From an optimization exercise on the open Yosys and OpenROAD flow, aimed at small area, a short achievable clock period and few clock cycles; shortcuts taken in it are not production practice. In this exercise RTL edits were held to simulation tests only and were not proved equivalent to the original. No activity file was given, so power comes from the tool's default toggle rates.

## flow/design.v (module list and top-level ports; edited modules follow where they fit)
// module qrb44_core: 1347 lines
module qrb44_core (
    input             clk,
    input             rst,
    input             bus_en,
    input             bus_we,
    input      [7:0]  bus_addr,
    input      [31:0] bus_wdata,
    output reg [31:0] bus_rdata
);
  // ...
==> flow/run.sh <==
#!/bin/bash
# synth_recipe.tcl (not shown) runs the flow's synth.tcl, then flattens the netlist and writes it again
# the make line also repeats each setting of config.mk as NAME=value (left out here)
make -C /OpenROAD-flow-scripts/flow DESIGN_CONFIG=/design/flow/config.mk WORK_HOME=/design/flow/orfs CLKGATE_MAP_FILE= SYNTH_SCRIPT=/design/flow/synth_recipe.tcl finish
==> flow/config.mk <==
export PLATFORM = sky130hd
export DESIGN_NAME = qrb44_core
export DESIGN_NICKNAME = qrb44_core
export VERILOG_FILES = /design/flow/design.v
export SDC_FILE = /design/flow/constraint.sdc
export NUM_CORES = 8
export LEC_CHECK = 0
export ABC_CLOCK_PERIOD_IN_PS = 25000
export CAP_MARGIN = 20
export CORE_MARGIN = 2
export CORE_UTILIZATION = 30
export SETUP_SLACK_MARGIN = 1.0
export SLEW_MARGIN = 20
==> flow/constraint.sdc <==
create_clock -name core_clock -period 30.0 [get_ports {clk}]
set_input_delay 6.0000 -clock core_clock [delete_from_list [all_inputs] [get_ports {clk}]]
set_output_delay 6.0000 -clock core_clock [all_outputs]
set_load 0.01 [all_outputs]
==> flow_summary.yaml, run 1 <==
power:
  pg_comb_mw: 0.106
  leakage_nw: 23.0
final_layout:
  final_common_cell: "nand2_1"
  nNetsFinal: 6099
  drive_gt1_share_pct: 11.1
  n_all_inverters: 309
  area_delta_synth_final_pct: 13.0
place:
  numPlacedInstances: 8032
clocking:
  cts-root-buf: "clkbuf_16"
  ctsResizeCount: 0
floorplan:
  die_area_um2: 185000
  n_tap_cell: 2370
  dieWidth_um: 430
timing:
  maxSlewHeadroom_pct: 13.7
  setup_tns_ns: 0
  rsz0062_at_grt: "false"
  slew_viol_final: 0
  fin_skew_ns: 0.0267
critical_path:
  reg2reg_to: "obuf[16][0]$_DFFE_PP_"
  worstPathRequired_ns: 30.31
  crit_start: "first$_SDFFE_PP0P_"
  worst_path_max_delay_cell: "a31oi_2"
synthesis:
  netlist.area_leader.share_pct: 38.8
  yosys-mux-area-fraction_pct: 6.19
  syn_area_per_cell_um2: 9.60
  synth_compound_area_share_pct: 22.1
  synth_area_leaders: "edfxtp_1 (39%), nand2_1 (5.7%), ha_1 (5.4%), a21oi_1 (3.4%), mux4_2 (3.4%)"
  synth_top_family_by_area: "compound AO/OA/AOI/OAI gates"
  synth_edf_count: 704
  yosysTopAreaCell: "edfxtp_1"
global_routing:
  use_met3_pct: 7.52
  grt_use_total_pct: 26.4
run_status:
  status: "no timing/DRC/antenna violations"
route:
  avgRoutedWirePerCell_um: 30.9
  wl_mm: 253
min_path:
  min_path_cells: 2
Testbench counts, summed over its fixed seeds: cycles 25,743.
==> run 2: changes to the inputs <==
--- a/flow/design.v
+++ b/flow/design.v
@@ -22,16 +22,631 @@
     localparam FC_LEN     = 3'd3;
     localparam FC_EXCESS  = 3'd4;
     localparam OP_ENC    = 3'd1;
     localparam OP_DEC    = 3'd2;
     localparam OP_ENCB   = 3'd3;
     localparam OP_DECB   = 3'd4;
     localparam OP_ENC103 = 3'd5;
     localparam OP_DEC103 = 3'd6;
+    function [5:0] tcm;
+        input [6:0] x;
+        begin
+            case (x)
+                7'd0: tcm = 6'd0;
+                7'd1: tcm = 6'd41;
+                7'd2: tcm = 6'd39;
+                7'd3: tcm = 6'd37;
+                7'd4: tcm = 6'd35;
+                7'd5: tcm = 6'd33;
+                7'd6: tcm = 6'd31;
+                7'd7: tcm = 6'd29;
+                7'd8: tcm = 6'd27;
+                7'd9: tcm = 6'd25;
+                7'd10: tcm = 6'd23;
+                7'd11: tcm = 6'd21;
+                7'd12: tcm = 6'd19;
+                7'd13: tcm = 6'd17;
+                7'd14: tcm = 6'd15;
+                7'd15: tcm = 6'd13;
+                7'd16: tcm = 6'd11;
+                7'd17: tcm = 6'd9;
+                7'd18: tcm = 6'd7;
+                7'd19: tcm = 6'd5;
+                7'd20: tcm = 6'd3;
+                7'd21: tcm = 6'd1;
+                7'd22: tcm = 6'd42;
+                7'd23: tcm = 6'd40;
+                7'd24: tcm = 6'd38;
+                7'd25: tcm = 6'd36;
+                7'd26: tcm = 6'd34;
+                7'd27: tcm = 6'd32;
+                7'd28: tcm = 6'd30;
+                7'd29: tcm = 6'd28;
+                7'd30: tcm = 6'd26;
+                7'd31: tcm = 6'd24;
+                7'd32: tcm = 6'd22;
+                7'd33: tcm = 6'd20;
+                7'd34: tcm = 6'd18;
+                7'd35: tcm = 6'd16;
+                7'd36: tcm = 6'd14;
+                7'd37: tcm = 6'd12;
+                7'd38: tcm = 6'd10;
+                7'd39: tcm = 6'd8;
+                7'd40: tcm = 6'd6;
+                7'd41: tcm = 6'd4;
+                7'd42: tcm = 6'd2;
+                7'd64: tcm = 6'd0;
+                7'd65: tcm = 6'd36;
+                7'd66: tcm = 6'd28;
+                7'd67: tcm = 6'd20;
+                7'd68: tcm = 6'd12;
+                7'd69: tcm = 6'd4;
+                7'd70: tcm = 6'd40;
+                7'd71: tcm = 6'd32;
+                7'd72: tcm = 6'd24;
+                7'd73: tcm = 6'd16;
+                7'd74: tcm = 6'd8;
+                7'd75: tcm = 6'd0;
+                7'd76: tcm = 6'd36;
+                7'd77: tcm = 6'd28;
+                7'd78: tcm = 6'd20;
+                7'd79: tcm = 6'd12;
+                7'd80: tcm = 6'd4;
+                7'd81: tcm = 6'd40;
+                7'd82: tcm = 6'd32;
+                7'd83: tcm = 6'd24;
+                7'd84: tcm = 6'd16;
+                7'd85: tcm = 6'd8;
+                7'd86: tcm = 6'd0;
+                7'd87: tcm = 6'd36;
+                7'd88: tcm = 6'd28;
+                7'd89: tcm = 6'd20;
+                7'd90: tcm = 6'd12;
+                7'd91: tcm = 6'd4;
+                7'd92: tcm = 6'd40;
+                7'd93: tcm = 6'd32;
+                7'd94: tcm = 6'd24;
+                7'd95: tcm = 6'd16;
+                7'd96: tcm = 6'd8;
+                7'd97: tcm = 6'd0;
+                7'd98: tcm = 6'd36;
+                7'd99: tcm = 6'd28;
+                7'd100: tcm = 6'd20;
+                7'd101: tcm = 6'd12;
+                7'd102: tcm = 6'd4;
+                7'd103: tcm = 6'd40;
+                7'd104: tcm = 6'd32;
+                7'd105: tcm = 6'd24;
+                7'd106: tcm = 6'd16;
+                7'd107: tcm = 6'd8;
+                default: tcm = 6'd0;
+            endcase
+        end
+    endfunction
+    function [5:0] tbm;
+        input [8:0] x;
+        begin
+            case (x)
+                9'd0: tbm = 6'd0;
+                9'd1: tbm = 6'd1;
+                9'd2: tbm = 6'd2;
+                9'd3: tbm = 6'd3;
+                9'd4: tbm = 6'd4;
+                9'd5: tbm = 6'd5;
+                9'd6: tbm = 6'd6;
+                9'd7: tbm = 6'd7;
+                9'd8: tbm = 6'd8;
+                9'd9: tbm = 6'd9;
+                9'd10: tbm = 6'd10;
+                9'd11: tbm = 6'd11;
+                9'd12: tbm = 6'd12;
+                9'd13: tbm = 6'd13;
+                9'd14: tbm = 6'd14;
+                9'd15: tbm = 6'd15;
+                9'd16: tbm = 6'd16;
+                9'd17: tbm = 6'd17;
+                9'd18: tbm = 6'd18;
+                9'd19: tbm = 6'd19;
+                9'd20: tbm = 6'd20;
+                9'd21: tbm = 6'd21;
+                9'd22: tbm = 6'd22;
+                9'd23: tbm = 6'd23;
+                9'd24: tbm = 6'd24;
+                9'd25: tbm = 6'd25;
+                9'd26: tbm = 6'd26;
+                9'd27: tbm = 6'd27;
+                9'd28: tbm = 6'd28;
+                9'd29: tbm = 6'd29;
+                9'd30: tbm = 6'd30;
+                9'd31: tbm = 6'd31;
+                9'd32: tbm = 6'd32;
+                9'd33: tbm = 6'd33;
+                9'd34: tbm = 6'd34;
+                9'd35: tbm = 6'd35;
+                9'd36: tbm = 6'd36;
+                9'd37: tbm = 6'd37;
+                9'd38: tbm = 6'd38;
+                9'd39: tbm = 6'd39;
+                9'd40: tbm = 6'd40;
+                9'd41: tbm = 6'd41;
+                9'd42: tbm = 6'd42;
+                9'd43: tbm = 6'd0;
+                9'd44: tbm = 6'd1;
+                9'd45: tbm = 6'd2;
+                9'd46: tbm = 6'd3;
+                9'd47: tbm = 6'd4;
+                9'd48: tbm = 6'd5;
+                9'd49: tbm = 6'd6;
+                9'd50: tbm = 6'd7;
+                9'd51: tbm = 6'd8;
+                9'd52: tbm = 6'd9;
+                9'd53: tbm = 6'd10;
+                9'd54: tbm = 6'd11;
+                9'd55: tbm = 6'd12;
+                9'd56: tbm = 6'd13;
+                9'd57: tbm = 6'd14;
+                9'd58: tbm = 6'd15;
+                9'd59: tbm = 6'd16;
+                9'd60: tbm = 6'd17;
+                9'd61: tbm = 6'd18;
+                9'd62: tbm = 6'd19;
+                9'd63: tbm = 6'd20;
+                9'd64: tbm = 6'd21;
+                9'd65: tbm = 6'd22;
+                9'd66: tbm = 6'd23;
+                9'd67: tbm = 6'd24;
+                9'd68: tbm = 6'd25;
+                9'd69: tbm = 6'd26;
+                9'd70: tbm = 6'd27;
+                9'd71: tbm = 6'd28;
+                9'd72: tbm = 6'd29;
+                9'd73: tbm = 6'd30;
+                9'd74: tbm = 6'd31;
+                9'd75: tbm = 6'd32;
+                9'd76: tbm = 6'd33;
+                9'd77: tbm = 6'd34;
+                9'd78: tbm = 6'd35;
+                9'd79: tbm = 6'd36;
+                9'd80: tbm = 6'd37;
+                9'd81: tbm = 6'd38;
+                9'd82: tbm = 6'd39;
+                9'd83: tbm = 6'd40;
+                9'd84: tbm = 6'd41;
+                9'd85: tbm = 6'd42;
+                9'd86: tbm = 6'd0;
+                9'd87: tbm = 6'd1;
+                9'd88: tbm = 6'd2;
+                9'd89: tbm = 6'd3;
+                9'd90: tbm = 6'd4;
+                9'd91: tbm = 6'd5;
+                9'd92: tbm = 6'd6;
+                9'd93: tbm = 6'd7;
+                9'd94: tbm = 6'd8;
+                9'd95: tbm = 6'd9;
+                9'd96: tbm = 6'd10;
+                9'd97: tbm = 6'd11;
+                9'd98: tbm = 6'd12;
+                9'd99: tbm = 6'd13;
+                9'd100: tbm = 6'd14;
+                9'd101: tbm = 6'd15;
+                9'd102: tbm = 6'd16;
+                9'd103: tbm = 6'd17;
+                9'd104: tbm = 6'd18;
+                9'd105: tbm = 6'd19;
+                9'd106: tbm = 6'd20;
+                9'd107: tbm = 6'd21;
+                9'd108: tbm = 6'd22;
+                9'd109: tbm = 6'd23;
+                9'd110: tbm = 6'd24;
+                9'd111: tbm = 6'd25;
+                9'd112: tbm = 6'd26;
+                9'd113: tbm = 6'd27;
+                9'd114: tbm = 6'd28;
+                9'd115: tbm = 6'd29;
+                9'd116: tbm = 6'd30;
+                9'd117: tbm = 6'd31;
+                9'd118: tbm = 6'd32;
+                9'd119: tbm = 6'd33;
+                9'd120: tbm = 6'd34;
+                9'd121: tbm = 6'd35;
+                9'd122: tbm = 6'd36;
+                9'd123: tbm = 6'd37;
+                9'd124: tbm = 6'd38;
+                9'd125: tbm = 6'd39;
+                9'd126: tbm = 6'd40;
+                9'd127: tbm = 6'd41;
+                9'd128: tbm = 6'd42;
+                9'd129: tbm = 6'd0;
+                9'd130: tbm = 6'd1;
+                9'd131: tbm = 6'd2;
+                9'd132: tbm = 6'd3;
+                9'd133: tbm = 6'd4;
+                9'd134: tbm = 6'd5;
+                9'd135: tbm = 6'd6;
+                9'd136: tbm = 6'd7;
+                9'd137: tbm = 6'd8;
+                9'd138: tbm = 6'd9;
+                9'd139: tbm = 6'd10;
+                9'd140: tbm = 6'd11;
+                9'd141: tbm = 6'd12;
+                9'd142: tbm = 6'd13;
+                9'd143: tbm = 6'd14;
+                9'd144: tbm = 6'd15;
+                9'd145: tbm = 6'd16;
+                9'd146: tbm = 6'd17;
+                9'd147: tbm = 6'd18;
+                9'd148: tbm = 6'd19;
+                9'd149: tbm = 6'd20;
+                9'd150: tbm = 6'd21;
+                9'd151: tbm = 6'd22;
+                9'd152: tbm = 6'd23;
+                9'd153: tbm = 6'd24;
+                9'd154: tbm = 6'd25;
+                9'd155: tbm = 6'd26;
+                9'd156: tbm = 6'd27;
+                9'd157: tbm = 6'd28;
+                9'd158: tbm = 6'd29;
+                9'd159: tbm = 6'd30;
+                9'd160: tbm = 6'd31;
+                9'd161: tbm = 6'd32;
+                9'd162: tbm = 6'd33;
+                9'd163: tbm = 6'd34;
+                9'd164: tbm = 6'd35;
+                9'd165: tbm = 6'd36;
+                9'd166: tbm = 6'd37;
+                9'd167: tbm = 6'd38;
+                9'd168: tbm = 6'd39;
+                9'd169: tbm = 6'd40;
+                9'd170: tbm = 6'd41;
+                9'd171: tbm = 6'd42;
+                9'd172: tbm = 6'd0;
+                9'd173: tbm = 6'd1;
+                9'd174: tbm = 6'd2;
+                9'd175: tbm = 6'd3;
+                9'd176: tbm = 6'd4;
+                9'd177: tbm = 6'd5;
+                9'd178: tbm = 6'd6;
+                9'd179: tbm = 6'd7;
+                9'd180: tbm = 6'd8;
+                9'd181: tbm = 6'd9;
+                9'd182: tbm = 6'd10;
+                9'd183: tbm = 6'd11;
+                9'd184: tbm = 6'd12;
+                9'd185: tbm = 6'd13;
+                9'd186: tbm = 6'd14;
+                9'd187: tbm = 6'd15;
+                9'd188: tbm = 6'd16;
+                9'd189: tbm = 6'd17;
+                9'd190: tbm = 6'd18;
+                9'd191: tbm = 6'd19;
+                9'd192: tbm = 6'd20;
+                9'd193: tbm = 6'd21;
+                9'd194: tbm = 6'd22;
+                9'd195: tbm = 6'd23;
+                9'd196: tbm = 6'd24;
+                9'd197: tbm = 6'd25;
+                9'd198: tbm = 6'd26;
+                9'd199: tbm = 6'd27;
+                9'd200: tbm = 6'd28;
+                9'd201: tbm = 6'd29;
+                9'd202: tbm = 6'd30;
+                9'd203: tbm = 6'd31;
+                9'd204: tbm = 6'd32;
+                9'd205: tbm = 6'd33;
+                9'd206: tbm = 6'd34;
+                9'd207: tbm = 6'd35;
+                9'd208: tbm = 6'd36;
+                9'd209: tbm = 6'd37;
+                9'd210: tbm = 6'd38;
+                9'd211: tbm = 6'd39;
+                9'd212: tbm = 6'd40;
+                9'd213: tbm = 6'd41;
+                9'd214: tbm = 6'd42;
+                9'd215: tbm = 6'd0;
+                9'd216: tbm = 6'd1;
+                9'd217: tbm = 6'd2;
+                9'd218: tbm = 6'd3;
+                9'd219: tbm = 6'd4;
+                9'd220: tbm = 6'd5;
+                9'd221: tbm = 6'd6;
+                9'd222: tbm = 6'd7;
+                9'd223: tbm = 6'd8;
+                9'd224: tbm = 6'd9;
+                9'd225: tbm = 6'd10;
+                9'd226: tbm = 6'd11;
+                9'd227: tbm = 6'd12;
+                9'd228: tbm = 6'd13;
+                9'd229: tbm = 6'd14;
+                9'd230: tbm = 6'd15;
+                9'd231: tbm = 6'd16;
+                9'd232: tbm = 6'd17;
+                9'd233: tbm = 6'd18;
+                9'd234: tbm = 6'd19;
+                9'd235: tbm = 6'd20;
+                9'd236: tbm = 6'd21;
+                9'd237: tbm = 6'd22;
+                9'd238: tbm = 6'd23;
+                9'd239: tbm = 6'd24;
+                9'd240: tbm = 6'd25;
+                9'd241: tbm = 6'd26;
+                9'd242: tbm = 6'd27;
+                9'd243: tbm = 6'd28;
+                9'd244: tbm = 6'd29;
+                9'd245: tbm = 6'd30;
+                9'd246: tbm = 6'd31;
+                9'd247: tbm = 6'd32;
+                9'd248: tbm = 6'd33;
+                9'd249: tbm = 6'd34;
+                9'd250: tbm = 6'd35;
+                9'd251: tbm = 6'd36;
+                9'd252: tbm = 6'd37;
+                9'd253: tbm = 6'd38;
+                9'd254: tbm = 6'd39;
+                9'd255: tbm = 6'd40;
+                9'd256: tbm = 6'd0;
+                9'd257: tbm = 6'd1;
+                9'd258: tbm = 6'd2;
+                9'd259: tbm = 6'd3;
+                9'd260: tbm = 6'd4;
+                9'd261: tbm = 6'd5;
+                9'd262: tbm = 6'd6;
+                9'd263: tbm = 6'd7;
+                9'd264: tbm = 6'd8;
+                9'd265: tbm = 6'd9;
+                9'd266: tbm = 6'd10;
+                9'd267: tbm = 6'd11;
+                9'd268: tbm = 6'd12;
+                9'd269: tbm = 6'd13;
+                9'd270: tbm = 6'd14;
+                9'd271: tbm = 6'd15;
+                9'd272: tbm = 6'd16;
+                9'd273: tbm = 6'd17;
+                9'd274: tbm = 6'd18;
+                9'd275: tbm = 6'd19;
+                9'd276: tbm = 6'd20;
+                9'd277: tbm = 6'd21;
+                9'd278: tbm = 6'd22;
+                9'd279: tbm = 6'd23;
+                9'd280: tbm = 6'd24;
+                9'd281: tbm = 6'd25;
+                9'd282: tbm = 6'd26;
+                9'd283: tbm = 6'd27;
+                9'd284: tbm = 6'd28;
+                9'd285: tbm = 6'd29;
+                9'd286: tbm = 6'd30;
+                9'd287: tbm = 6'd31;
+                9'd288: tbm = 6'd32;
+                9'd289: tbm = 6'd33;
+                9'd290: tbm = 6'd34;
+                9'd291: tbm = 6'd35;
+                9'd292: tbm = 6'd36;
+                9'd293: tbm = 6'd37;
+                9'd294: tbm = 6'd38;
+                9'd295: tbm = 6'd39;
+                9'd296: tbm = 6'd40;
+                9'd297: tbm = 6'd41;
+                9'd298: tbm = 6'd42;
+                9'd299: tbm = 6'd43;
+                9'd300: tbm = 6'd0;
+                9'd301: tbm = 6'd1;
+                9'd302: tbm = 6'd2;
+                9'd303: tbm = 6'd3;
+                9'd304: tbm = 6'd4;
+                9'd305: tbm = 6'd5;
+                9'd306: tbm = 6'd6;
+                9'd307: tbm = 6'd7;
+                9'd308: tbm = 6'd8;
+                9'd309: tbm = 6'd9;
+                9'd310: tbm = 6'd10;
+                9'd311: tbm = 6'd11;
+                9'd312: tbm = 6'd12;
+                9'd313: tbm = 6'd13;
+                9'd314: tbm = 6'd14;
+                9'd315: tbm = 6'd15;
+                9'd316: tbm = 6'd16;
+                9'd317: tbm = 6'd17;
+                9'd318: tbm = 6'd18;
+                9'd319: tbm = 6'd19;
+                9'd320: tbm = 6'd20;
+                9'd321: tbm = 6'd21;
+                9'd322: tbm = 6'd22;
+                9'd323: tbm = 6'd23;
+                9'd324: tbm = 6'd24;
+                9'd325: tbm = 6'd25;
+                9'd326: tbm = 6'd26;
+                9'd327: tbm = 6'd27;
+                9'd328: tbm = 6'd28;
+                9'd329: tbm = 6'd29;
+                9'd330: tbm = 6'd30;
+                9'd331: tbm = 6'd31;
+                9'd332: tbm = 6'd32;
+                9'd333: tbm = 6'd33;
+                9'd334: tbm = 6'd34;
+                9'd335: tbm = 6'd35;
+                9'd336: tbm = 6'd36;
+                9'd337: tbm = 6'd37;
+                9'd338: tbm = 6'd38;
+                9'd339: tbm = 6'd39;
+                9'd340: tbm = 6'd40;
+                9'd341: tbm = 6'd41;
+                9'd342: tbm = 6'd42;
+                9'd343: tbm = 6'd43;
+                9'd344: tbm = 6'd0;
+                9'd345: tbm = 6'd1;
+                9'd346: tbm = 6'd2;
+                9'd347: tbm = 6'd3;
+                9'd348: tbm = 6'd4;
+                9'd349: tbm = 6'd5;
+                9'd350: tbm = 6'd6;
+                9'd351: tbm = 6'd7;
+                9'd352: tbm = 6'd8;
+                9'd353: tbm = 6'd9;
+                9'd354: tbm = 6'd10;
+                9'd355: tbm = 6'd11;
+                9'd356: tbm = 6'd12;
+                9'd357: tbm = 6'd13;
+                9'd358: tbm = 6'd14;
+                9'd359: tbm = 6'd15;
+                9'd360: tbm = 6'd16;
+                9'd361: tbm = 6'd17;
+                9'd362: tbm = 6'd18;
+                9'd363: tbm = 6'd19;
+                9'd364: tbm = 6'd20;
+                9'd365: tbm = 6'd21;
+                9'd366: tbm = 6'd22;
+                9'd367: tbm = 6'd23;
+                9'd368: tbm = 6'd24;
+                9'd369: tbm = 6'd25;
+                9'd370: tbm = 6'd26;
+                9'd371: tbm = 6'd27;
+                9'd372: tbm = 6'd28;
+                9'd373: tbm = 6'd29;
+                9'd374: tbm = 6'd30;
+                9'd375: tbm = 6'd31;
+                9'd376: tbm = 6'd32;
+                9'd377: tbm = 6'd33;
+                9'd378: tbm = 6'd34;
+                9'd379: tbm = 6'd35;
+                9'd380: tbm = 6'd36;
+                9'd381: tbm = 6'd37;
+                9'd382: tbm = 6'd38;
+                9'd383: tbm = 6'd39;
+                9'd384: tbm = 6'd40;
+                9'd385: tbm = 6'd41;
+                9'd386: tbm = 6'd42;
+                9'd387: tbm = 6'd43;
+                9'd388: tbm = 6'd0;
+                9'd389: tbm = 6'd1;
+                9'd390: tbm = 6'd2;
+                9'd391: tbm = 6'd3;
+                9'd392: tbm = 6'd4;
+                9'd393: tbm = 6'd5;
+                9'd394: tbm = 6'd6;
+                9'd395: tbm = 6'd7;
+                9'd396: tbm = 6'd8;
+                9'd397: tbm = 6'd9;
+                9'd398: tbm = 6'd10;
+                9'd399: tbm = 6'd11;
+                9'd400: tbm = 6'd12;
+                9'd401: tbm = 6'd13;
+                9'd402: tbm = 6'd14;
+                9'd403: tbm = 6'd15;
+                9'd404: tbm = 6'd16;
+                9'd405: tbm = 6'd17;
+                9'd406: tbm = 6'd18;
+                9'd407: tbm = 6'd19;
+                9'd408: tbm = 6'd20;
+                9'd409: tbm = 6'd21;
+                9'd410: tbm = 6'd22;
+                9'd411: tbm = 6'd23;
+                9'd412: tbm = 6'd24;
+                9'd413: tbm = 6'd25;
+                9'd414: tbm = 6'd26;
+                9'd415: tbm = 6'd27;
+                9'd416: tbm = 6'd28;
+                9'd417: tbm = 6'd29;
+                9'd418: tbm = 6'd30;
+                9'd419: tbm = 6'd31;
+                9'd420: tbm = 6'd32;
+                9'd421: tbm = 6'd33;
+                9'd422: tbm = 6'd34;
+                9'd423: tbm = 6'd35;
+                9'd424: tbm = 6'd36;
+                9'd425: tbm = 6'd37;
+                9'd426: tbm = 6'd38;
+                9'd427: tbm = 6'd39;
+                9'd428: tbm = 6'd40;
+                9'd429: tbm = 6'd41;
+                9'd430: tbm = 6'd42;
+                9'd431: tbm = 6'd43;
+                9'd432: tbm = 6'd0;
+                9'd433: tbm = 6'd1;
+                9'd434: tbm = 6'd2;
+                9'd435: tbm = 6'd3;
+                9'd436: tbm = 6'd4;
+                9'd437: tbm = 6'd5;
+                9'd438: tbm = 6'd6;
+                9'd439: tbm = 6'd7;
+                9'd440: tbm = 6'd8;
+                9'd441: tbm = 6'd9;
+                9'd442: tbm = 6'd10;
+                9'd443: tbm = 6'd11;
+                9'd444: tbm = 6'd12;
+                9'd445: tbm = 6'd13;
+                9'd446: tbm = 6'd14;
+                9'd447: tbm = 6'd15;
+                9'd448: tbm = 6'd16;
+                9'd449: tbm = 6'd17;
+                9'd450: tbm = 6'd18;
+                9'd451: tbm = 6'd19;
+                9'd452: tbm = 6'd20;
+                9'd453: tbm = 6'd21;
+                9'd454: tbm = 6'd22;
+                9'd455: tbm = 6'd23;
+                9'd456: tbm = 6'd24;
+                9'd457: tbm = 6'd25;
+                9'd458: tbm = 6'd26;
+                9'd459: tbm = 6'd27;
+                9'd460: tbm = 6'd28;
+                9'd461: tbm = 6'd29;
+                9'd462: tbm = 6'd30;
+                9'd463: tbm = 6'd31;
+                9'd464: tbm = 6'd32;
+                9'd465: tbm = 6'd33;
+                9'd466: tbm = 6'd34;
+                9'd467: tbm = 6'd35;
+                9'd468: tbm = 6'd36;
+                9'd469: tbm = 6'd37;
+                9'd470: tbm = 6'd38;
+                9'd471: tbm = 6'd39;
+                9'd472: tbm = 6'd40;
+                9'd473: tbm = 6'd41;
+                9'd474: tbm = 6'd42;
+                9'd475: tbm = 6'd43;
+                9'd476: tbm = 6'd0;
+                9'd477: tbm = 6'd1;
+                9'd478: tbm = 6'd2;
+                9'd479: tbm = 6'd3;
+                9'd480: tbm = 6'd4;
+                9'd481: tbm = 6'd5;
+                9'd482: tbm = 6'd6;
+                9'd483: tbm = 6'd7;
+                9'd484: tbm = 6'd8;
+                9'd485: tbm = 6'd9;
+                9'd486: tbm = 6'd10;
+                9'd487: tbm = 6'd11;
+                9'd488: tbm = 6'd12;
+                9'd489: tbm = 6'd13;
+                9'd490: tbm = 6'd14;
+                9'd491: tbm = 6'd15;
+                9'd492: tbm = 6'd16;
+                9'd493: tbm = 6'd17;
+                9'd494: tbm = 6'd18;
+                9'd495: tbm = 6'd19;
+                9'd496: tbm = 6'd20;
+                9'd497: tbm = 6'd21;
+                9'd498: tbm = 6'd22;
+                9'd499: tbm = 6'd23;
+                9'd500: tbm = 6'd24;
+                9'd501: tbm = 6'd25;
+                9'd502: tbm = 6'd26;
+                9'd503: tbm = 6'd27;
+                9'd504: tbm = 6'd28;
+                9'd505: tbm = 6'd29;
+                9'd506: tbm = 6'd30;
+                9'd507: tbm = 6'd31;
+                9'd508: tbm = 6'd32;
+                9'd509: tbm = 6'd33;
+                9'd510: tbm = 6'd34;
+                9'd511: tbm = 6'd35;
+                default: tbm = 6'd0;
+            endcase
+        end
+    endfunction
     function [4:0] tdig;
         input [8:0] x;
         begin
             case (x)
                 9'd1: tdig = 5'd1;
                 9'd2: tdig = 5'd1;
                 9'd3: tdig = 5'd1;
                 9'd4: tdig = 5'd1;
@@ -901,63 +1516,66 @@
                 9'd508: tval = 7'd0;
                 9'd509: tval = 7'd0;
                 9'd510: tval = 7'd0;
                 9'd511: tval = 7'd0;
                 default: tval = 7'd0;
             endcase
         end
     endfunction
-    function [21:0] div16;          
-        input        a;
-        input [5:0]  r;
-        input [15:0] x;
-        reg   [6:0]  t;
-        reg   [5:0]  rr;
-        integer      n;
+    function [13:0] rstep;          
+        input       a;
+        input [5:0] ri;
+        input [7:0] b;
+        reg   [6:0] s;
+        reg   [5:0] r;
+        reg   [9:0] n;
+        reg   [7:0] x;
         begin
-            rr = r;
-            for (n = 15; n >= 0; n = n - 1) begin
-                t = {rr, x[n]};
-                div16[6 + n] = a ? (t >= 7'd44) : (t >= 7'd43);
-                rr = div16[6 + n] ? (t[5:0] - (a ? 6'd44 : 6'd43)) : t[5:0];
+            s = {1'b0, tbm({a, b})} + {1'b0, tcm({a, ri})};
+            r = (s >= (a ? 7'd44 : 7'd43)) ? s[5:0] - (a ? 6'd44 : 6'd43) : s[5:0];
+            n = {ri[1:0], b} - {4'd0, r};
+            if (!a) begin
+                x = n[7:0];
+                rstep[13:6] = {x[0], 7'd0} + {x[6:0], 1'b0} + x;                         
+            end else begin
+                x = n[9:2];
+                rstep[13:6] = {x[0], 7'd0} + {x[2:0], 5'd0} + {x[6:0], 1'b0} + x;        
             end
-            div16[5:0] = rr;
+            rstep[5:0] = r;
         end
     endfunction
     reg [31:0] cmd_q;
     reg [1:0]  state;
     reg [1:0]  err;
     reg [2:0]  fcause;
     reg [31:0] ilen;
     reg [5:0]  olen;
     reg [7:0]  ibuf [0:IBUF_CAP-1];
     reg [7:0]  obuf [0:OBUF_CAP-1];
-    reg        res_dig;             
     wire        host_wr  = bus_en && bus_we;
     wire        can_take = (state == ST_IDLE) || (state == ST_DONE);
     wire        busy     = (state == ST_BUSY);
+    wire        start    = host_wr && can_take && (bus_addr == 8'h00);
     wire [2:0]  c_op   = cmd_q[11:9];
     wire        c_a    = cmd_q[8];
     wire [7:0]  c_bits = cmd_q[7:0];
     wire [5:0]  len    = ilen[5:0];
-    wire [7:0] ob_sel = obuf[bus_addr[5:0]];
-    wire [7:0] ob_rd  = res_dig ? tchr({c_a, ob_sel[5:0]}) : ob_sel;
     always @* begin
         bus_rdata = 32'd0;
         case (bus_addr[7:6])
             2'b00: case (bus_addr[5:0])
                 6'd0: bus_rdata = cmd_q;
                 6'd1: bus_rdata = {25'd0, fcause, err, state};
                 6'd2: bus_rdata = ilen;
                 6'd3: bus_rdata = {26'd0, olen};
                 default: bus_rdata = 32'd0;
             endcase
             2'b01: if (bus_addr[5:0] < IBUF_CAP) bus_rdata = {24'd0, ibuf[bus_addr[4:0]]};
-            2'b10: if (bus_addr[5:0] < OBUF_CAP) bus_rdata = {24'd0, ob_rd};
+            2'b10: if (bus_addr[5:0] < OBUF_CAP) bus_rdata = {24'd0, obuf[bus_addr[5:0]]};
             default: bus_rdata = 32'd0;
         endcase
     end
     wire rsv_bad  = (cmd_q[31:12] != 20'd0) || (c_op == 3'd0) || (c_op == 3'd7) ||
                     ((c_op == OP_ENC || c_op == OP_DEC || c_op == OP_ENC103 ||
                       c_op == OP_DEC103) && (c_bits != 8'd0));
     wire len_bad  = (ilen > IBUF_CAP);
     wire bits_bad = (c_bits == 8'd0) || (c_bits > 8'd128);
@@ -994,344 +1612,414 @@
             end
         end else if (c_op == OP_DEC103) begin
             if (ilen != 32'd19)
                 ck_dangl = 1'b1;
         end
     end
     wire [4:0] ndig    = tdig({c_a, nbits});
     wire [5:0] dc_olen = {1'b0, nbits[7:3]} + {5'd0, (nbits[2:0] != 3'd0)};
-    reg        first;      
+    reg        frst;       
+    reg        fin;        
     reg  [5:0] idx;        
+    reg  [5:0] lft;        
     reg  [1:0] sub;        
     reg  [5:0] opos;       
     reg  [2:0] hw;         
     reg  [2:0] top;        
     reg  [2:0] ntop;       
     reg  [5:0] rem;        
     reg        fpass;      
     reg        flag;       
+    reg        pend;       
+    reg  [5:0] dg0, dg1, dg2;
     reg [16:0] tx;         
     reg [15:0] q0r;        
-    wire [5:0] e_idx   = first ? 6'd0 : idx;
-    wire [1:0] e_sub   = first ? 2'd0 : sub;
-    wire [5:0] e_opos  = first ? (is_encb ? {1'b0, ndig} - 6'd1 : 6'd0) : opos;
-    wire [2:0] e_top   = first ? (is_encb ? ((len == 6'd0) ? 3'd0 : (len[3:0] - 4'd1) >> 1) : 3'd0) : top;
-    wire [2:0] e_hw    = first ? e_top : hw;
-    wire       e_fpass = first ? 1'b1 : fpass;
-    wire       e_flag  = first ? 1'b0 : flag;
+    reg [15:0] dv_x;       
+    reg  [6:0] cv;         
     reg  [3:0]  ib_h;
     wire [7:0]  ib_b0 = ibuf[{ib_h, 1'b0}];
     wire [7:0]  ib_b1 = ibuf[{ib_h, 1'b1}];
-    reg  [15:0] dv_x;
-    reg  [5:0]  dv_r;
-    wire [21:0] dv_o = div16(c_a, dv_r, dv_x);
-    wire [15:0] dv_q = dv_o[21:6];
-    wire [5:0]  dv_m = dv_o[5:0];
-    reg  [15:0] ob_hw;
-    always @* begin
-        case (e_hw)
-            3'd0: ob_hw = q0r;
-            3'd1: ob_hw = {obuf[27], obuf[26]};
-            3'd2: ob_hw = {obuf[29], obuf[28]};
-            3'd3: ob_hw = {obuf[31], obuf[30]};
-            3'd4: ob_hw = {obuf[33], obuf[32]};
-            3'd5: ob_hw = {obuf[35], obuf[34]};
-            3'd6: ob_hw = {obuf[37], obuf[36]};
-            default: ob_hw = {obuf[39], obuf[38]};
-        endcase
-    end
-    wire [15:0] ib_hw = {({e_hw, 1'b1} < len[4:0]) ? ib_b1 : 8'd0,
-                         ({e_hw, 1'b0} < len[4:0]) ? ib_b0 : 8'd0};
+    wire [13:0] dv_t1 = rstep(c_a, rem, dv_x[15:8]);
+    wire [13:0] dv_t0 = rstep(c_a, dv_t1[5:0], dv_x[7:0]);
+    wire [15:0] dv_q  = {dv_t1[13:6], dv_t0[13:6]};
+    wire [5:0]  dv_m  = dv_t0[5:0];
     reg  [15:0] ex_bits;
     integer k;
     always @* begin
         for (k = 0; k < 16; k = k + 1)
-            ex_bits[k] = ib_hw[k] && ({e_hw, k[3:0]} >= nbits[6:0] || nbits[7]) && !nbits[7];
+            ex_bits[k] = dv_x[k] && ({hw, k[3:0]} >= nbits[6:0]) && !nbits[7];
     end
     reg  [31:0] mc_w;
     reg  [5:0]  mc_c;
     wire [37:0] mc_x   = {6'd0, mc_w};
     wire [37:0] mc_out = (mc_x << 5) + (mc_x << 3) + (c_a ? (mc_x << 2) : (mc_x << 1)) +
                          (c_a ? 38'd0 : mc_x) + {32'd0, mc_c};
-    reg  [5:0]  ci;                 
-    wire [6:0]  ch_v   = tval({c_a, ci[0] ? ib_b1 : ib_b0});
     reg  [31:0] ob_w;
     always @* begin
-        case (e_hw[1:0])
+        case (hw[1:0])
             2'd0: ob_w = {obuf[3], obuf[2], obuf[1], obuf[0]};
             2'd1: ob_w = {obuf[7], obuf[6], obuf[5], obuf[4]};
             2'd2: ob_w = {obuf[11], obuf[10], obuf[9], obuf[8]};
             default: ob_w = {obuf[15], obuf[14], obuf[13], obuf[12]};
         endcase
     end
     reg  [31:0] rg_bits;
     always @* begin
         for (k = 0; k < 32; k = k + 1)
-            rg_bits[k] = mc_out[k] && ({e_hw[1:0], k[4:0]} >= nbits[6:0]) && !nbits[7];
+            rg_bits[k] = mc_out[k] && ({hw[1:0], k[4:0]} >= nbits[6:0]) && !nbits[7];
     end
+    function [15:0] ob_hw;
+        input [2:0] h;
+        begin
+            case (h)
+                3'd1: ob_hw = {obuf[27], obuf[26]};
+                3'd2: ob_hw = {obuf[29], obuf[28]};
+                3'd3: ob_hw = {obuf[31], obuf[30]};
+                3'd4: ob_hw = {obuf[33], obuf[32]};
+                3'd5: ob_hw = {obuf[35], obuf[34]};
+                3'd6: ob_hw = {obuf[37], obuf[36]};
+                default: ob_hw = {obuf[39], obuf[38]};
+            endcase
+        end
+    endfunction
     reg        s_done;
     reg [1:0]  s_err;
     reg [5:0]  s_olen;
     reg        s_fault;
     reg [2:0]  s_fc;
-    reg        s_dig;
     reg [31:0] wb_data;
     reg [47:0] wb_en;
     reg        clr_hi;          
     reg [5:0]  w_pos;           
     reg [1:0]  w_cnt;
-    reg [7:0]  w_d0, w_d1;
+    reg        w_chr;           
+    reg [7:0]  w_d0, w_d1, w_c0, w_c1;
     reg        w_word;          
-    reg [5:0]  n_idx, n_opos, n_rem;
+    reg        hw_we;           
+    reg [5:0]  n_idx, n_lft, n_opos, n_rem;
     reg [1:0]  n_sub;
     reg [2:0]  n_hw, n_top, n_ntop;
-    reg        n_fpass, n_flag;
+    reg        n_fpass, n_flag, n_pend, n_fin;
+    reg [5:0]  n_dg0, n_dg1, n_dg2;
     reg [16:0] n_tx;
-    reg [15:0] n_q0r;
-    reg        hw_we;           
-    reg [5:0]  p3;
+    reg [15:0] n_q0r, n_dvx;
+    reg        ld_cv;           
+    reg        nx_a;            
+    reg        nx_b;            
+    reg [5:0]  nx_i;            
+    reg [5:0]  t_p;             
+    reg [2:0]  t_h;
+    reg [3:0]  s_top;           
+    reg [2:0]  s_op;
     integer    m;
+    wire [6:0] nx_v = tval({nx_a, nx_b ? ib_b1 : ib_b0});
     always @* begin
         s_done = 1'b0; s_err = ERR_OK; s_olen = 6'd0; s_fault = 1'b0; s_fc = 3'd0;
-        s_dig = 1'b0;
-        clr_hi = 1'b0; w_pos = 6'd0; w_cnt = 2'd0; w_d0 = 8'd0; w_d1 = 8'd0; w_word = 1'b0;
-        hw_we = 1'b0;
-        n_idx = e_idx; n_sub = e_sub; n_opos = e_opos; n_rem = rem; n_hw = e_hw;
-        n_top = e_top; n_ntop = ntop; n_fpass = e_fpass; n_flag = e_flag; n_tx = tx;
-        n_q0r = q0r;
-        ci = e_idx;
-        ib_h = 4'd0; dv_x = 16'd0; dv_r = 6'd0; mc_w = 32'd0; mc_c = 6'd0;
-        p3 = {e_idx[4:0], 1'b0} + e_idx;
-        if (is_enc) begin
-            s_dig  = 1'b1;
+        clr_hi = 1'b0; w_pos = 6'd0; w_cnt = 2'd0; w_chr = 1'b0; w_d0 = 8'd0; w_d1 = 8'd0;
+        w_word = 1'b0; hw_we = 1'b0;
+        n_idx = idx; n_lft = lft; n_sub = sub; n_opos = opos; n_rem = rem; n_hw = hw;
+        n_top = top; n_ntop = ntop; n_fpass = fpass; n_flag = flag; n_pend = pend;
+        n_fin = fin; n_dg0 = dg0; n_dg1 = dg1; n_dg2 = dg2; n_tx = tx; n_q0r = q0r;
+        n_dvx = dv_x; ld_cv = 1'b0; nx_a = c_a; nx_i = 6'd0;
+        ib_h = 4'd0; mc_w = 32'd0; mc_c = 6'd0;
+        t_p = 6'd0; t_h = 3'd0; s_top = 4'd0; s_op = 3'd0;
+        if (!busy) begin
+            s_op  = bus_wdata[11:9];
+            nx_a  = bus_wdata[8];
+            n_idx = 6'd0; n_sub = 2'd0; n_lft = len; n_opos = 6'd0; n_rem = 6'd0;
+            n_fpass = 1'b1; n_flag = 1'b0; n_pend = 1'b0; n_fin = 1'b0;
+            n_hw = 3'd0; n_top = 3'd0;
+            s_top = (len == 6'd0) ? 4'd0 : ((len[4:0] - 5'd1) >> 1);
+            if (s_op == OP_ENCB || s_op == OP_ENC103) begin
+                n_hw  = s_top[2:0];
+                n_top = s_top[2:0];
+                ib_h  = {1'b0, s_top[2:0]};
+                n_dvx = {({s_top[2:0], 1'b1} < len[4:0]) ? ib_b1 : 8'd0,
+                         ({s_top[2:0], 1'b0} < len[4:0]) ? ib_b0 : 8'd0};
+            end else if (s_op == OP_ENC) begin
+                ib_h  = 4'd0;
+                n_dvx = (len == 6'd1) ? {8'd0, ib_b0} : {ib_b0, ib_b1};
+            end else begin
+                if (s_op == OP_DEC)
+                    nx_i = (len >= 6'd3) ? 6'd2 : ((len == 6'd2) ? 6'd1 : 6'd0);
+                ld_cv = 1'b1;
+            end
+        end else if (frst && (ck_fault || ck_dangl)) begin
+        end else if (is_enc) begin
             s_olen = ({len, 1'b0} + len + {5'd0, len[0]}) >> 1;    
-            ib_h   = e_idx[3:0];
-            if (e_sub == 2'd0) begin
-                if ({e_idx[4:0], 1'b1} == len)            
-                    dv_x = {8'd0, ib_b0};
-                else
-                    dv_x = {ib_b0, ib_b1};
-            end else
-                dv_x = tx[15:0];
-            w_pos = (e_sub == 2'd0) ? p3 : p3 + 6'd1;
+            t_p    = {idx[4:0], 1'b0} + idx;                         
+            w_chr  = 1'b1;
             if (len == 6'd0) begin
                 s_done = 1'b1;
-            end else if (e_sub == 2'd0) begin
-                n_tx  = {1'b0, dv_q};
-                w_d0  = {2'b00, dv_m};
-                w_d1  = dv_q[7:0];
-                if ({e_idx[4:0], 1'b1} == len) begin
-                    w_cnt  = 2'd2;
-                    s_done = 1'b1;
+            end else if (fin) begin
+                w_cnt  = 2'd2;
+                s_done = 1'b1;
+                if (sub == 2'd0) begin
+                    w_pos = t_p;
+                    w_d0  = {2'b00, dg0};
+                    w_d1  = {2'b00, dg1};
                 end else begin
-                    w_cnt  = 2'd1;
-                    n_sub  = 2'd1;
+                    w_pos = t_p + 6'd1;
+                    w_d0  = {2'b00, dg1};
+                    w_d1  = {2'b00, dg2};
+                end
+            end else if (sub == 2'd0) begin
+                if (pend) begin
+                    w_cnt = 2'd2;
+                    w_pos = t_p - 6'd2;
+                    w_d0  = {2'b00, dg1};
+                    w_d1  = {2'b00, dg2};
+                end
+                n_dg0 = dv_m;
+                n_pend = 1'b0;
+                if ({idx[4:0], 1'b1} == len) begin         
+                    n_dg1 = dv_q[5:0];
+                    n_fin = 1'b1;
+                end else begin
+                    n_sub = 2'd1;
+                    n_dvx = dv_q;
                 end
             end else begin
-                w_cnt = 2'd2;
-                w_d0  = {2'b00, dv_m};
-                w_d1  = dv_q[7:0];
-                n_sub = 2'd0;
-                n_idx = e_idx + 6'd1;
-                if ({e_idx[4:0], 1'b0} + 6'd2 >= len)
-                    s_done = 1'b1;
+                w_cnt  = 2'd1;
+                w_pos  = t_p;
+                w_d0   = {2'b00, dg0};
+                n_dg1  = dv_m;
+                n_dg2  = dv_q[5:0];
+                n_pend = 1'b1;
+                if ({idx[4:0], 1'b0} + 6'd2 >= len) begin
+                    n_fin = 1'b1;
+                end else begin
+                    n_sub = 2'd0;
+                    n_idx = idx + 6'd1;
+                    ib_h  = idx[3:0] + 4'd1;
+                    n_dvx = ({idx[4:0], 1'b1} + 6'd2 == len) ? {8'd0, ib_b0} : {ib_b0, ib_b1};
+                end
             end
         end else if (is_encb) begin
-            s_dig  = 1'b1;
             s_olen = {1'b0, ndig};
-            ib_h   = {1'b0, e_hw};
-            dv_x   = e_fpass ? ib_hw : ob_hw;
-            dv_r   = (e_hw == e_top) ? 6'd0 : rem;
-            n_rem  = dv_m;
-            if (e_fpass && (|ex_bits))
-                n_flag = 1'b1;
-            if (e_hw == e_top)
-                n_ntop = (dv_q == 16'd0 && e_top != 3'd0) ? e_top - 3'd1 : e_top;
-            if (e_hw != 3'd0) begin
-                hw_we = 1'b1;
-                n_hw  = e_hw - 3'd1;
+            w_chr  = 1'b1;
+            if (fin) begin
+                w_cnt  = 2'd1;
+                w_pos  = opos;
+                w_d0   = {2'b00, dg0};
+                s_done = 1'b1;
             end else begin
-                n_q0r = dv_q;
-                w_pos = e_opos;
-                w_cnt = 2'd1;
-                w_d0  = {2'b00, dv_m};
-                n_fpass = 1'b0;
-                n_opos  = e_opos - 6'd1;
-                n_top   = (e_top == 3'd0) ? 3'd0 : ((e_hw == e_top) ? n_ntop : ntop);
-                n_hw    = n_top;
-                if (e_fpass && (e_flag || (|ex_bits))) begin
-                    s_fault = 1'b1; s_fc = FC_EXCESS;
-                end else if (e_opos == 6'd0)
-                    s_done = 1'b1;
+                n_rem = dv_m;
+                if (fpass && (|ex_bits))
+                    n_flag = 1'b1;
+                if (hw == top)
+                    n_ntop = (dv_q == 16'd0 && top != 3'd0) ? top - 3'd1 : top;
+                if (hw != 3'd0) begin
+                    hw_we = 1'b1;
+                    n_hw  = hw - 3'd1;
+                    t_h   = hw - 3'd1;
+                    ib_h  = {1'b0, t_h};
+                    if (fpass)
+                        n_dvx = {({t_h, 1'b1} < len[4:0]) ? ib_b1 : 8'd0,
+                                 ({t_h, 1'b0} < len[4:0]) ? ib_b0 : 8'd0};
+                    else if (t_h == 3'd0)
+                        n_dvx = q0r;
+                    else
+                        n_dvx = ob_hw(t_h);
+                end else begin
+                    n_q0r = dv_q;
+                    if (pend) begin
+                        w_cnt = 2'd1;
+                        w_pos = opos;
+                        w_d0  = {2'b00, dg0};
+                    end
+                    n_dg0   = dv_m;
+                    n_pend  = 1'b1;
+                    n_opos  = fpass ? {1'b0, ndig} - 6'd1 : opos - 6'd1;
+                    n_fpass = 1'b0;
+                    n_rem   = 6'd0;
+                    n_top   = (top == 3'd0) ? 3'd0 : ntop;
+                    n_hw    = n_top;
+                    n_dvx   = (n_top == 3'd0) ? dv_q : ob_hw(n_top);
+                    if (fpass && (flag || (|ex_bits))) begin
+                        s_fault = 1'b1; s_fc = FC_EXCESS;
+                    end else if (n_opos == 6'd0)
+                        n_fin = 1'b1;
+                end
             end
         end else if (is_dec) begin
-            if (len - e_idx >= 6'd3)
-                ci = e_idx + 6'd2 - {4'd0, e_sub};
-            else if (len - e_idx == 6'd2)
-                ci = e_idx + 6'd1 - {4'd0, e_sub};
-            ib_h = ci[4:1];
-            mc_w  = {15'd0, tx};
-            mc_c  = ch_v[5:0];
-            w_pos = e_opos;
+            mc_w  = (sub == 2'd0) ? 32'd0 : {15'd0, tx};
+            mc_c  = cv[5:0];
+            w_pos = opos;
             n_tx  = mc_out[16:0];
-            if (e_sub == 2'd0)
-                mc_w = 32'd0;
-            if (len - e_idx >= 6'd3) begin
+            ld_cv = 1'b1;
+            n_sub = sub + 2'd1;
+            nx_i  = idx + {4'd0, (lft >= 6'd3) ? 2'd1 : 2'd0} - {4'd0, sub};    
+            if (lft >= 6'd3) begin
                 w_d0 = mc_out[15:8];
                 w_d1 = mc_out[7:0];
-                n_sub = e_sub + 2'd1;
-                if (!ch_v[6]) begin
+                if (!cv[6]) begin
                     s_done = 1'b1; s_err = ERR_INVALID;
-                end else if (e_sub == 2'd2) begin
+                end else if (sub == 2'd2) begin
                     n_sub = 2'd0;
+                    n_idx = idx + 6'd3;
+                    n_lft = lft - 6'd3;
+                    nx_i  = idx + ((lft >= 6'd6) ? 6'd5 : ((lft == 6'd5) ? 6'd4 : 6'd3));
                     if (mc_out[16]) begin
                         s_done = 1'b1; s_err = ERR_OVF;
                     end else begin
                         w_cnt  = 2'd2;
-                        n_idx  = e_idx + 6'd3;
-                        n_opos = e_opos + 6'd2;
-                        if (len - e_idx == 6'd3) begin
-                            s_done = 1'b1; s_olen = e_opos + 6'd2;
+                        n_opos = opos + 6'd2;
+                        if (lft == 6'd3) begin
+                            s_done = 1'b1; s_olen = opos + 6'd2;
                         end
                     end
                 end
-            end else if (len - e_idx == 6'd2) begin
-                w_d0  = mc_out[7:0];
-                n_sub = e_sub + 2'd1;
-                if (!ch_v[6]) begin
+            end else if (lft == 6'd2) begin
+                w_d0 = mc_out[7:0];
+                nx_i = idx;
+                if (!cv[6]) begin
                     s_done = 1'b1; s_err = ERR_INVALID;
-                end else if (e_sub != 2'd0) begin
+                end else if (sub != 2'd0) begin
                     s_done = 1'b1;
                     if (mc_out[16:8] != 9'd0)
                         s_err = ERR_OVF;
                     else begin
                         w_cnt  = 2'd1;
-                        s_olen = e_opos + 6'd1;
+                        s_olen = opos + 6'd1;
                     end
                 end
-            end else if (len - e_idx == 6'd1) begin
+            end else if (lft == 6'd1) begin
                 s_done = 1'b1;
-                s_err  = ch_v[6] ? ERR_DANGL : ERR_INVALID;
+                s_err  = cv[6] ? ERR_DANGL : ERR_INVALID;
             end else begin
                 s_done = 1'b1;
-                s_olen = e_opos;
+                s_olen = opos;
             end
         end else if (is_decb) begin
-            ib_h   = ci[4:1];
-            mc_w   = first ? 32'd0 : ob_w;
-            mc_c   = (e_hw == 3'd0) ? ((len == 6'd0) ? 6'd0 : ch_v[5:0]) : rem;
+            mc_w   = frst ? 32'd0 : ob_w;
+            mc_c   = (hw == 3'd0) ? ((len == 6'd0) ? 6'd0 : cv[5:0]) : rem;
             w_word = 1'b1;
             s_olen = dc_olen;
             n_rem  = mc_out[37:32];
-            if (first)
+            nx_i   = idx + 6'd1;
+            if (frst)
                 clr_hi = 1'b1;
-            if (e_idx + 6'd1 >= len && (|rg_bits))
+            if (idx + 6'd1 >= len && (|rg_bits))
                 n_flag = 1'b1;
             if (len == 6'd0) begin
                 s_done = 1'b1;
-            end else if (e_hw == 3'd0 && !ch_v[6]) begin
+            end else if (hw == 3'd0 && !cv[6]) begin
                 w_word = 1'b0;
                 s_done = 1'b1; s_err = ERR_INVALID;
-            end else if (e_hw < e_top || mc_out[37:32] != 6'd0) begin
-                if (e_hw == 3'd3) begin
+            end else if (hw < top || mc_out[37:32] != 6'd0) begin
+                if (hw == 3'd3) begin
                     s_done = 1'b1; s_err = ERR_OVF;
                 end else begin
-                    n_hw = e_hw + 3'd1;
-                    if (e_hw == e_top)
-                        n_top = e_top + 3'd1;
+                    n_hw = hw + 3'd1;
+                    if (hw == top)
+                        n_top = top + 3'd1;
                 end
             end else begin
-                n_hw  = 3'd0;
-                n_idx = e_idx + 6'd1;
+                n_hw   = 3'd0;
+                n_idx  = idx + 6'd1;
                 n_flag = 1'b0;
-                if (e_idx + 6'd1 == len) begin
+                ld_cv  = 1'b1;
+                if (idx + 6'd1 == len) begin
                     s_done = 1'b1;
-                    if (e_flag || (|rg_bits))
+                    if (flag || (|rg_bits))
                         s_err = ERR_OVF;
                 end
             end
         end
+        nx_b = nx_i[0];
+        if (ld_cv)
+            ib_h = nx_i[4:1];
+        w_c0 = w_chr ? tchr({c_a, w_d0[5:0]}) : w_d0;
+        w_c1 = w_chr ? tchr({c_a, w_d1[5:0]}) : w_d1;
         wb_en = 48'd0;
         for (m = 0; m < 4; m = m + 1)
-            wb_data[m*8 +: 8] = (m[1:0] == w_pos[1:0]) ? w_d0 : w_d1;
+            wb_data[m*8 +: 8] = (m[1:0] == w_pos[1:0]) ? w_c0 : w_c1;
         for (m = 0; m < 48; m = m + 1)
             if ((w_cnt != 2'd0 && m == w_pos) || (w_cnt == 2'd2 && m == w_pos + 6'd1))
                 wb_en[m] = 1'b1;
         if (hw_we) begin
             wb_data = {dv_q, dv_q};
             wb_en   = 48'd0;
             for (m = 1; m < 8; m = m + 1)
-                if (m == e_hw) begin
+                if (m == hw) begin
                     wb_en[24 + 2*m] = 1'b1;
                     wb_en[25 + 2*m] = 1'b1;
                 end
         end
         if (w_word) begin
             wb_data = mc_out[31:0];
             wb_en   = 48'd0;
             for (m = 0; m < 16; m = m + 1)
-                if (m[3:2] == e_hw[1:0])
+                if (m[3:2] == hw[1:0])
                     wb_en[m] = 1'b1;
         end
     end
     always @(posedge clk) begin
         if (rst) begin
             cmd_q   <= 32'd0;
             state   <= ST_IDLE;
             err     <= ERR_OK;
             fcause  <= 3'd0;
             ilen    <= 32'd0;
             olen    <= 6'd0;
-            first   <= 1'b0;
-            res_dig <= 1'b0;
+            frst    <= 1'b0;
         end else begin
             if (host_wr && can_take) begin
                 if (bus_addr == 8'h00) begin
                     cmd_q <= bus_wdata;
                     state <= ST_BUSY;
-                    first <= 1'b1;
+                    frst  <= 1'b1;
                 end
                 if (bus_addr == 8'h02)
                     ilen <= bus_wdata;
             end
             if (busy) begin
-                first <= 1'b0;
-                if (first && ck_fault) begin
+                frst <= 1'b0;
+                if (frst && ck_fault) begin
                     state  <= ST_FAULT;
                     fcause <= ck_fc;
-                end else if (first && ck_dangl) begin
+                end else if (frst && ck_dangl) begin
                     state <= ST_DONE;
                     err   <= ERR_DANGL;
                     olen  <= 6'd0;
                 end else if (s_fault) begin
                     state  <= ST_FAULT;
                     fcause <= s_fc;
                 end else if (s_done) begin
-                    state   <= ST_DONE;
-                    err     <= s_err;
-                    olen    <= (s_err == ERR_OK) ? s_olen : 6'd0;
-                    res_dig <= s_dig;
+                    state <= ST_DONE;
+                    err   <= s_err;
+                    olen  <= (s_err == ERR_OK) ? s_olen : 6'd0;
                 end
             end
         end
     end
     always @(posedge clk) begin
-        if (busy) begin
+        if (busy || start) begin
             idx   <= n_idx;
+            lft   <= n_lft;
             sub   <= n_sub;
             opos  <= n_opos;
             hw    <= n_hw;
             top   <= n_top;
             ntop  <= n_ntop;
             rem   <= n_rem;
             fpass <= n_fpass;
             flag  <= n_flag;
+            pend  <= n_pend;
+            fin   <= n_fin;
+            dg0   <= n_dg0;
+            dg1   <= n_dg1;
+            dg2   <= n_dg2;
             tx    <= n_tx;
             q0r   <= n_q0r;
+            dv_x  <= n_dvx;
+            if (ld_cv)
+                cv <= nx_v;
         end
     end
     integer j;
     always @(posedge clk) begin
         if (!rst && busy) begin
             for (j = 0; j < OBUF_CAP; j = j + 1)
                 if (wb_en[j])
                     obuf[j] <= wb_data[(j % 4) * 8 +: 8];
==> flow/flow/run.sh (new file) <==
#!/bin/bash
# The standard layout (the standard.sh, standard synthesis unchanged), with
# two optimisation settings changed:
#  - the port buffers are buf_4 cells instead of the default choice.
# Each ORFS step keeps its own log under orfs/logs; this script's own output
# goes to flow_run.log.
set -euo pipefail
bash standard.sh SETUP_SLACK_MARGIN=15 \
    "BUFFER_PORTS_ARGS=-buffer_cell sky130_fd_sc_hd__buf_4" finish > flow_run.log 2>&1
==> flow/standard.sh (new file) <==
#!/bin/bash
# synth_recipe.tcl (not shown) runs the flow's synth.tcl, then flattens the netlist and writes it again
# the make line also repeats each setting of config.mk as NAME=value (left out here)
make -C /OpenROAD-flow-scripts/flow DESIGN_CONFIG=/design/flow/config.mk WORK_HOME=/design/flow/orfs CLKGATE_MAP_FILE= SYNTH_SCRIPT=/design/flow/synth_recipe.tcl "${@:-finish}"
removed: flow/run.sh
==> flow_summary.yaml, run 2 <==
timing:
  setup_tns_ns: 0
  fin_skew_ns: 0.0538
  maxSlewHeadroom_pct: 14.4
  fin_crit_ns: 15.08
  hold_ws_ns: 0.475
  rsz0062_at_grt: "false"
  fin_crit_sh_pct: 50.3
  finalSetupViolCount: 0
  hold_viol_final: 0
  timing.fmax_mhz: 66.3
  slew_viol_final: 0
  worst_slew_pin_slew_ns: 1.28
  setup_slack_ns: 14.92
synthesis:
  yosysWarnings: 2
  synthSimpleGateAreaFrac_pct: 13.9
  synthAdderAreaFrac_pct: 9.38
  ys_seq_area_share_pct: 41.1
  syn-num-nets: 6476
  synth_compound_area_share_pct: 21.5
  synth_top_family_by_area: "compound AO/OA/AOI/OAI gates"
  syn_inst: 6043
  synth_edf_count: 753
  syn_area_per_cell_um2: 9.72
  synth_most_common_cell: "edfxtp_1"
  yosys-mux-area-fraction_pct: 7.50
  yosysTopAreaCell: "edfxtp_1"
  synth_area_leaders: "edfxtp_1 (38%), ha_1 (6.5%), nand2_1 (4.6%), a21oi_1 (4.0%), mux4_2 (3.3%)"
  netlist.area_leader.share_pct: 38.5
  synth.distinct_cells: 97
  synth_xor_area_share_pct: 2.18
  synthArstFlopShare_pct: 0
  synthFlopType: "edfxtp_1"
  ys_ff_latch: 831
  netlist_area_um2: 58700
  synth_commonest_cells: "edfxtp_1 (753), nand2_1 (721), nor2_1 (511), a21oi_1 (466), o21ai_0 (359)"
global_routing:
  use_met3_pct: 6.53
  grt.busiest_layer: "met2"
  antenna_found_initial: 26
  grt_use_total_pct: 26.7
  grtUsageMet2_pct: 39.6
  met1_usage_pct: 36.2
  first_global_vias: 49825
  grt_max_degree: 66
  grt_pass1_wl_mm: 384
  grt_overflow_total: 0
critical_path:
  start_kind: "primary input"
  slowest_delay_ns: 0.65
  critical_path_arrival_ns: 9.08
  r2r-start: "dv_x[9]$_DFFE_PP_"
  critPathTopFamily: "compound AO/OA/AOI/OAI gates"
  cp_cell_sequence: "buf_12 > nand2_1 > or2_2 > nor2_2 > a222oi_1 > o21ai_0 > a211oi_2 > o2111ai_2 > or4_1 > o211ai_1 > a21oi_2 > buf_4"
  worst_path_max_delay_cell: "nor2_2"
  reg2reg_depth: 54
  cp_num_buf_inv: 2
  regToRegSetupSlack_ns: 15.72
  reg2reg_to: "dv_x[7]$_DFFE_PP_"
  endpoint_kind: "output port"
  worstPathRequired_ns: 24.00
  crit_fanout: 22
  critPathKind: "primary input to output port"
final_layout:
  final_cells: 8778
  nNetsFinal: 6503
  largest_reg_flops: 384
  largest-register: "obuf"
  final_area_um2: 67000
  final_common_cell: "edfxtp_1"
  drive_gt1_share_pct: 12.9
  final_cell_mix: "edfxtp_1 (753), nand2_1 (712), nor2_1 (474), a21oi_1 (456), o21ai_0 (349)"
  area_delta_synth_final_pct: 14.0
flow_run:
  maxCapViolations: 0
route:
  wl_mm: 276
  postRouteAntennaNets: 0
  vias: 54113
  viasPerCell: 6.16
  avgRoutedWirePerCell_um: 31.5
  drc: 0
  drt_iter0_markers: 8380
  drt-pass1-iter-count: 13
power:
  ir_drop_v: 0.0000423
  leakage_nw: 24.3
  p_per_area_nw_per_um2: 38.7
clocking:
  clock-sinks: 831
  cts_max_path_buffers: 3
  cts-root-buf: "clkbuf_16"
  cts_tree: "yes"
  htree_levels: 3
  cts.clk_slew.worst_paths_ns: 0.06
  numCtsBuffers: 94
  clkLatencyLatePin_ns: 0.76
place:
  numPlacedInstances: 8569
  io_buffers: 75
  place_congestion: 1.04
  dp_hpwl_mm: 206
  pre_cts_slack_ns: 13.84
  place_area_um2: 63000
run_status:
  status: "no timing/DRC/antenna violations"
floorplan:
  ios: 76
  core-area_um2: 195000
  die_h_um: 447
  dieWidth_um: 447
  die_area_um2: 199000
  row_count: 162
  initial_core_util_pct: 30.2
min_path:
  hold_end: "ilen[20]$_SDFFE_PP0P_"
  holdCritStartpoint: "ilen[20]$_SDFFE_PP0P_"
  hp-class: "register to register"
  min_path_cells: 2
## run 2: worst max path at each step
stage,startpoint,end,depth (start not counted)
finish,bus_addr[2],bus_rdata[1],12
global route,dv_x[9]$_DFFE_PP_,dv_x[7]$_DFFE_PP_,51
CTS,bus_addr[2],bus_rdata[3],12
detailed placement,bus_addr[0],bus_rdata[3],11
global placement,bus_addr[0],bus_rdata[3],11
floorplan,bus_addr[0],bus_rdata[3],8
## run 2: what timing repair did
| action | 4_1_cts | 5_1_grt |
|---|---|---|
| gates resized for setup | 80 | 37 |
| buffers inserted | 8 | 17 |
| endpoints found under the hold margin | 0 | 0 |
| setup endpoints to repair | 33 | 54 |
| pin swaps | 13 | 12 |
| hold buffers | 0 | 0 |
| cloned | 3 | 1 |
## run 2: final cells by class
class | count | area (µm²)
flip-flops and latches | 831 | 24200
clock inverters | 54 | 644
fillers | 19675 | 128000
well taps | 2624 | 3280
inverters | 264 | 1010
repair buffers | 328 | 2680
diodes | 7 | 17.5
multi-input cells | 4551 | 32600
clock buffers | 119 | 2530
## run 2: through the flow
step	total power [mW]	util [%]
floorplan	1.35	-
global placement	1.40	32.3
detailed placement	1.41	32.3
CTS	2.59	34.2
global route	2.65	34.4
finish	2.59	34.4
## run 2: cells by family after synthesis
logic type | Yosys count
xor+xnor | 146
flops | 831
compound gates | 1862
fa+ha+maj | 389
simple gates | 1830
mux | 324
buf+inv | 661
## run 2: where the power goes
group | total [mW] | internal (mW) | switching, mW
Combinational | 0.142 | 0.0509 | 0.0915
Clock | 1.20 | 0.668 | 0.527
Sequential | 1.25 | 1.25 | 0.000268
Total | 2.59 | 1.97 | 0.619
## run 2: worst min-delay path, stage by stage, from the launching register on
cell     delay [ns]
dfxtp_1        0.32
nand2_1        0.06
a21oi_1        0.05
## run 2: per-layer routing
metal,vias to the layer above,share of wire [%]
li1,23030,-
met1,26873,40
met2,3510,42
met3,682,12
met4,18,5.9
met5,-,0.047

[afterwards: timing with drivers on the ports]
The results above use ideal ports. As a check the final layouts listed here were re-extracted and re-timed, cells and wires unchanged.
Step 1 (the two cells are an assumption about what drives the block):
set clk [get_ports {clk}]
set_driving_cell -lib_cell sky130_fd_sc_hd__clkbuf_16 $clk
set_driving_cell -lib_cell sky130_fd_sc_hd__buf_2 [delete_from_list [all_inputs] $clk]
Step 2, shift: input delay + t, output delay - t, t = (earliest + latest rising clock arrival at the registers) / 2. This alone moves slack from input paths to output paths.
Slacks: ideal / step 1 / step 2; pairs: ideal / step 1.
| run | t, ns | setup WS [ns] | pins driven straight from the clock port |
|---|---|---|---|
| run 1 | 0.793 | 3.218 / 3.218 / 3.218 | 1 |
| run 2 | 0.811 | 14.922 / 14.668 / 14.668 | 1 |
After both steps every run listed still meets setup and hold. The setup slack of run 2, which loses most, moves by -0.254 ns with the drivers and by -0.254 ns with both steps.
